This design comes from an exercise in tuning for small area on the open sky130 flow, not from production work. The RTL was checked by simulation tests, not by an equivalence proof against the original design. No activity file was given, so power comes from the tool's default toggle rates.

## crc16_psa
module crc16_psa (
    input  wire        clk,
    input  wire        rst,
    input  wire        host_req,
    input  wire        host_we,
    input  wire [3:0]  host_idx,
    input  wire [15:0] host_wdata,
    output wire        host_ack,
    output wire [15:0] host_rdata,
    output reg         bus_req,
    output wire [1:0]  bus_cmd,
    output wire [7:0]  bus_wdata,
    input  wire        bus_ack,
    input  wire        bus_err,
    input  wire [7:0]  bus_rdata
);
==> flow/config.mk <==
export PLATFORM = sky130hd
export DESIGN_NAME = crc16_psa
export DESIGN_NICKNAME = crc16_psa
export VERILOG_FILES = /design/flow/design.v
export SDC_FILE = /design/flow/constraint.sdc
export NUM_CORES = 4
export LEC_CHECK = 0
export CAP_MARGIN = 20
export CORE_MARGIN = 2
export CORE_UTILIZATION = 70
export SLEW_MARGIN = 20
==> flow/constraint.sdc <==
create_clock -name core_clock -period 10.0 [get_ports {clk}]
set_input_delay 2.0000 -clock core_clock [delete_from_list [all_inputs] [get_ports {clk}]]
set_output_delay 2.0000 -clock core_clock [all_outputs]
set_load 0.01 [all_outputs]
standard.sh (not shown) runs the stock make flow with config.mk's settings and CLKGATE_MAP_FILE= SYNTH_SCRIPT=/design/flow/synth_recipe.tcl, a recipe that flattens the netlist after the stock synthesis.
==> flow/flow/run.sh <==
#!/bin/bash
# The standard layout (standard.sh: standard synthesis, floorplan, place,
# CTS, route), with these options changed:
#  - after floorplan, the combinational logic is re-mapped for area with
#    OpenROAD's restructure (flow/restructure.tcl);
#  - port buffers use the small buf_1 cell;
#  - timing repair after global routing downsizes cells with slack
#    (RECOVER_POWER=100);
#  - clock tree synthesis inserts no dummy loads and uses clkbuf_8 leaf
#    clusters of at most 20 sinks.
# Tool output goes to standard.log here and to ORFS's own logs under orfs/logs.
export POST_FLOORPLAN_TCL="$(pwd)/flow/restructure.tcl"
export BUFFER_PORTS_ARGS="-buffer_cell sky130_fd_sc_hd__buf_1"
export CTS_ARGS="-sink_clustering_enable -repair_clock_nets -dont_use_dummy_load -sink_clustering_size 20 -sink_clustering_max_diameter 60 -buf_list sky130_fd_sc_hd__clkbuf_8"
export RECOVER_POWER=100
bash standard.sh > standard.log 2>&1
==> flow/flow/restructure.tcl <==
# Sourced at the end of ORFS floorplan (POST_FLOORPLAN_TCL): re-map the
# combinational logic for area with OpenROAD's restructure (ABC). Registers
# are not touched.
set rs_dir [file join [pwd] rs_work]
file mkdir $rs_dir
restructure -liberty_file [lindex $::env(LIB_FILES) 0] -target area \
  -tielo_port sky130_fd_sc_hd__conb_1/LO -tiehi_port sky130_fd_sc_hd__conb_1/HI \
  -work_dir $rs_dir -abc_logfile [file join $rs_dir abc.log]
report_design_area
The first run stopped in floorplan (2_1_floorplan).
Next try:
--- a/flow/flow/run.sh
+++ b/flow/flow/run.sh
@@ -5,6 +5,4 @@
 #    OpenROAD's restructure (flow/restructure.tcl);
 #  - port buffers use the small buf_1 cell;
-#  - timing repair after global routing downsizes cells with slack
-#    (RECOVER_POWER=100);
 #  - clock tree synthesis inserts no dummy loads and uses clkbuf_8 leaf
 #    clusters of at most 20 sinks.
@@ -13,4 +11,3 @@
 export BUFFER_PORTS_ARGS="-buffer_cell sky130_fd_sc_hd__buf_1"
 export CTS_ARGS="-sink_clustering_enable -repair_clock_nets -dont_use_dummy_load -sink_clustering_size 20 -sink_clustering_max_diameter 60 -buf_list sky130_fd_sc_hd__clkbuf_8"
-export RECOVER_POWER=100
 bash standard.sh > standard.log 2>&1
The changed run did not get past floorplan (2_1_floorplan).
Synthesized area is unchanged.
Synthesized cell count does not change.

## red
crc16_psa, a different RTL version from the one above (not shown whole).
Size: about 1,100 cells after synthesis, roughly 610 flip-flops, roughly 62 I/O pins, about 16,000 sq um of cells after synthesis.
clock: 10.0 ns
lec_check: 0
cap_margin: 0
core_margin: 2
core_utilization: 70
slew_margin: 0
==> flow/flow/run.sh <==
#!/bin/bash
# The standard layout (standard.sh: standard synthesis, floorplan, place,
# CTS, route), with these options changed:
#  - after floorplan, the combinational logic is re-mapped for area with
#    OpenROAD's restructure (flow/restructure.tcl);
#  - port buffers use the small buf_1 cell;
#  - clock tree synthesis inserts no dummy loads and uses clkbuf_8 leaf
#    clusters of at most 20 sinks.
# Tool output goes to standard.log here and to ORFS's own logs under orfs/logs.
export POST_FLOORPLAN_TCL="$(pwd)/flow/restructure.tcl"
export BUFFER_PORTS_ARGS="-buffer_cell sky130_fd_sc_hd__buf_1"
export CTS_ARGS="-sink_clustering_enable -repair_clock_nets -dont_use_dummy_load -sink_clustering_size 20 -sink_clustering_max_diameter 60 -buf_list sky130_fd_sc_hd__clkbuf_8"
bash standard.sh > standard.log 2>&1
==> flow/flow/restructure.tcl <==
# Sourced at the end of ORFS floorplan (POST_FLOORPLAN_TCL): re-map the
# combinational logic for area with OpenROAD's restructure (ABC). Registers
# are not touched. restructure hands its liberty file straight to ABC, so it
# gets a copy of the platform library without the don't-use cells.
set rs_dir [file join $::env(OBJECTS_DIR) rs_work]
file mkdir $rs_dir
set rs_lib [file join $rs_dir rs_lib.lib]
set dont_use [expr {[info exists ::env(DONT_USE_CELLS)] ? $::env(DONT_USE_CELLS) : ""}]
set fi [open [lindex $::env(LIB_FILES) 0] r]
set fo [open $rs_lib w]
set skip 0
set depth 0
set n_skipped 0
while {[gets $fi line] >= 0} {
  if {!$skip && [regexp {^\s*cell\s*\(\s*"?([^")\s]+)"?\s*\)} $line -> cname]} {
    foreach pat $dont_use {
      if {[string match $pat $cname]} { set skip 1; set depth 0; incr n_skipped; break }
    }
  }
  if {$skip} {
    incr depth [expr {[regexp -all {\{} $line] - [regexp -all {\}} $line]}]
    if {$depth <= 0 && [regexp {\}} $line]} { set skip 0 }
    continue
  }
  puts $fo $line
}
close $fi
close $fo
puts "restructure: library copy without $n_skipped don't-use cells: $rs_lib"
report_design_area
restructure -liberty_file $rs_lib -target area \
  -tielo_port sky130_fd_sc_hd__conb_1/LO -tiehi_port sky130_fd_sc_hd__conb_1/HI \
  -work_dir $rs_dir -abc_logfile [file join $::env(LOG_DIR) 2_1_restructure_abc.log]
report_design_area
Relative to red, the following input files were edited for orange:
Settings: CAP_MARGIN now 20, was 0; SLEW_MARGIN now 20, was 0.
[summary]
- orange: no failed stages, no open violations at the end
- Per the comparison of orange with red, global-route usage over all layers essentially unchanged; final number of setup-violating endpoints essentially unchanged; fraction of area in registers essentially unchanged.
- Routed wire length came out exactly the same in orange and red.
- Re cell internal power dissipation: no difference whatsoever between red and orange.
- Compared with red, in orange multi-input combinational gate total now sits at about the same level, delay of the slowest cell on the worst path held, number of buffer cells added on primary ports saw little to no change.

[port drivers added, routing unchanged]
How much do the figures lean on ideal ports? The routed layouts below were timed once more, with nothing changed but the port constraints. Step 1 (the two cells are an assumption about what drives the block):
set clk [get_ports {clk}]
set_driving_cell -lib_cell sky130_fd_sc_hd__clkbuf_16 $clk
set_driving_cell -lib_cell sky130_fd_sc_hd__buf_2 [delete_from_list [all_inputs] $clk]
Step 2 also shifts input and output timing later by t, the mid clock arrival at the registers, as if the neighbouring blocks saw the same clock. Three values: ideal, step 1, step 2; two values: the first two.
| run | shift t [ns] | setup WS [ns] | hold slack, ns | latest minus earliest clock arrival (ns) |
|---|---|---|---|---|
| red | 0.570 | 3.375 / 3.350 / 3.350 | 0.288 / 0.288 / 0.288 | 0.061 / 0.061 |
| orange | 0.570 | 3.375 / 3.350 / 3.350 | 0.288 / 0.288 / 0.288 | 0.061 / 0.061 |
After both steps setup and hold are still met in every run listed.
